Context: an optimization exercise on an open-source flow, tuned for small area, a short achievable clock period and few clock cycles. The choices shown serve that exercise and are no tape-out recipe.
RTL that was checked went through simulation tests only; none was proved equivalent to the original.

==> flow/design.v (excerpt) <==
module snr_power (
    input  wire        clk,
    input  wire        rst,
    input  wire        in_valid,
    output reg         in_ready,
    input  wire [63:0] in_x,
    input  wire [63:0] in_y,
    input  wire        in_last,
    output reg         out_valid,
    output wire [63:0] out_sigpwr,
    output wire [63:0] out_noisepwr
);
Size in the first run: roughly 260 I/O pins.
==> module fp_cadd, before the edit <==
module fp_cadd #(
    parameter W = 8
) (
    input  wire [W-1:0] a,
    input  wire [W-1:0] b,
    output wire [W:0]   s0,
    output wire [W:0]   s1
);
    localparam LW = $clog2(W);
    wire [W-1:0] p0 = a ^ b;
    wire [W-1:0] gg;               
    wire [W-1:0] pp;               
    genvar l, i;
    generate
        for (l = 0; l <= LW; l = l + 1) begin : lev
            for (i = 0; i < W; i = i + 1) begin : b_
                wire g;
                wire p;
                if (l == 0) begin : leaf
                    assign g = a[i] & b[i];
                    assign p = p0[i];
                end else if ((i >> (l - 1)) & 1) begin : comb
                    localparam integer J = ((i >> l) << l) + (1 << (l - 1)) - 1;
                    assign g = lev[l-1].b_[i].g | (lev[l-1].b_[i].p & lev[l-1].b_[J].g);
                    assign p = lev[l-1].b_[i].p & lev[l-1].b_[J].p;
                end else begin : pass
                    assign g = lev[l-1].b_[i].g;
                    assign p = lev[l-1].b_[i].p;
                end
            end
        end
        for (i = 0; i < W; i = i + 1) begin : out_
            assign gg[i] = lev[LW].b_[i].g;
            assign pp[i] = lev[LW].b_[i].p;
        end
    endgenerate
    wire [W:0] c0 = {gg, 1'b0};
    wire [W:0] c1 = {gg | pp, 1'b1};
    assign s0 = {c0[W], p0 ^ c0[W-1:0]};
    assign s1 = {c1[W], p0 ^ c1[W-1:0]};
endmodule
==> module fp_addc, before the edit <==
module fp_addc #(
    parameter W = 8
) (
    input  wire [W-1:0] a,
    input  wire [W-1:0] b,
    input  wire         cin,
    output wire [W:0]   s
);
    localparam LW = $clog2(W + 1);
    wire [W:0] p0 = {1'b0, a ^ b};
    wire [W:0] gc;                 
    genvar l, i;
    generate
        for (l = 0; l <= LW; l = l + 1) begin : lev
            for (i = 0; i <= W; i = i + 1) begin : b_
                wire g;
                wire p;
                if (l == 0) begin : leaf
                    if (i == 0) begin : c
                        assign g = cin;
                        assign p = 1'b0;
                    end else begin : d
                        assign g = a[i-1] & b[i-1];
                        assign p = p0[i-1];
                    end
                end else if ((i >> (l - 1)) & 1) begin : comb
                    localparam integer J = ((i >> l) << l) + (1 << (l - 1)) - 1;
                    assign g = lev[l-1].b_[i].g | (lev[l-1].b_[i].p & lev[l-1].b_[J].g);
                    assign p = lev[l-1].b_[i].p & lev[l-1].b_[J].p;
                end else begin : pass
                    assign g = lev[l-1].b_[i].g;
                    assign p = lev[l-1].b_[i].p;
                end
            end
        end
        for (i = 0; i <= W; i = i + 1) begin : out_
            assign gc[i] = lev[LW].b_[i].g;
        end
    endgenerate
    assign s = p0 ^ gc;
endmodule
Settings: LEC_CHECK=0, ABC_AREA=1, CAP_MARGIN=20, CORE_MARGIN=2, CORE_UTILIZATION=60, SLEW_MARGIN=20, SYNTH_HIERARCHICAL=1, SYNTH_MINIMUM_KEEP_SIZE=0; clock period 25.0 ns.
standard.sh (not shown) runs the stock make flow with config.mk's settings and CLKGATE_MAP_FILE= SYNTH_SCRIPT=/design/flow/synth_recipe.tcl, a recipe that flattens the netlist after the stock synthesis.
==> flow/flow/run.sh <==
#!/bin/bash
# Layout flow: the standard flow (standard.sh, which runs the standard
# synthesis unchanged), with its timing repair asked for a setup margin so
# that it works the paths down towards a period well below the clock's.
# The constraints (clock, I/O delays, loads) are the design's own.
# make's full output goes to flow_make.log; ORFS keeps each step's log under
# orfs/logs.
set -euo pipefail
cd "$(dirname "$0")/.."
MARGIN=${MARGIN:-18.5}
bash standard.sh SETUP_SLACK_MARGIN="$MARGIN" TNS_END_PERCENT=100 finish > flow_make.log 2>&1
The starting point finished with timing, DRC and antenna clean.
Rerun with:
--- a/flow/design.v
+++ b/flow/design.v
@@ -25,13 +25,22 @@
 ) (
     input  wire [W-1:0] a,
     input  wire [W-1:0] b,
     output wire [W:0]   s0,
     output wire [W:0]   s1
 );
-    localparam LW = $clog2(W);
+    function integer lg2;
+        input integer v;
+        integer k;
+        begin
+            lg2 = 0;
+            for (k = v - 1; k > 0; k = k >> 1)
+                lg2 = lg2 + 1;
+        end
+    endfunction
+    localparam LW = lg2(W);
     wire [W-1:0] p0 = a ^ b;
     wire [W-1:0] gg;               
     wire [W-1:0] pp;               
     genvar l, i;
     generate
         for (l = 0; l <= LW; l = l + 1) begin : lev
@@ -66,13 +75,22 @@
 ) (
     input  wire [W-1:0] a,
     input  wire [W-1:0] b,
     input  wire         cin,
     output wire [W:0]   s
 );
-    localparam LW = $clog2(W + 1);
+    function integer lg2;
+        input integer v;
+        integer k;
+        begin
+            lg2 = 0;
+            for (k = v - 1; k > 0; k = k >> 1)
+                lg2 = lg2 + 1;
+        end
+    endfunction
+    localparam LW = lg2(W + 1);
     wire [W:0] p0 = {1'b0, a ^ b};
     wire [W:0] gc;                 
     genvar l, i;
     generate
         for (l = 0; l <= LW; l = l + 1) begin : lev
             for (i = 0; i <= W; i = i + 1) begin : b_
Result: The new run produced a layout that fails on capacitance limit, slew limit. Die area hardly moves. Via count came out higher slightly. Final area goes up slightly. Non-clock buffer count climbs by 92. Worst setup slack gets worse by 0.14 ns. Sequential share of layout area drops by 0.17 points. Utilization climbs by 0.69 points. Global-route usage grows by 0.44 points. Routed wire length is higher slightly.
Testbench counts after the change, summed over its fixed seeds: cycles 25,457.
No functional check of the RTL was part of the first run of this note.

==> what the ideal ports hide <==
In the flow no input, the clock included, has a driving cell. The finished layouts below were timed again as built, in two steps.
Step 1 (the two cells are an assumption about what drives the block):
set clk [get_ports {clk}]
set_driving_cell -lib_cell sky130_fd_sc_hd__clkbuf_16 $clk
set_driving_cell -lib_cell sky130_fd_sc_hd__buf_2 [delete_from_list [all_inputs] $clk]
Step 2 times the ports against the registers' clock, not the clock port: input delays grow and output delays shrink by t, the midpoint of the rising clock arrivals with the driver on.
Slacks: no drivers / after step 1 / after step 2; pairs: no drivers / after step 1.
| run | t, ns | slack for setup (ns) | hold WS [ns] | clock arrival spread, ns | cell pins on the clock port's net |
|---|---|---|---|---|---|
| the first run | 1.009 | 18.277 / 18.259 / 18.277 | 0.280 / 0.280 / 0.280 | 0.090 / 0.090 | 1 |
| the second run | 1.020 | 18.134 / 18.134 / 18.134 | 0.324 / 0.324 / 0.324 | 0.096 / 0.096 | 1 |
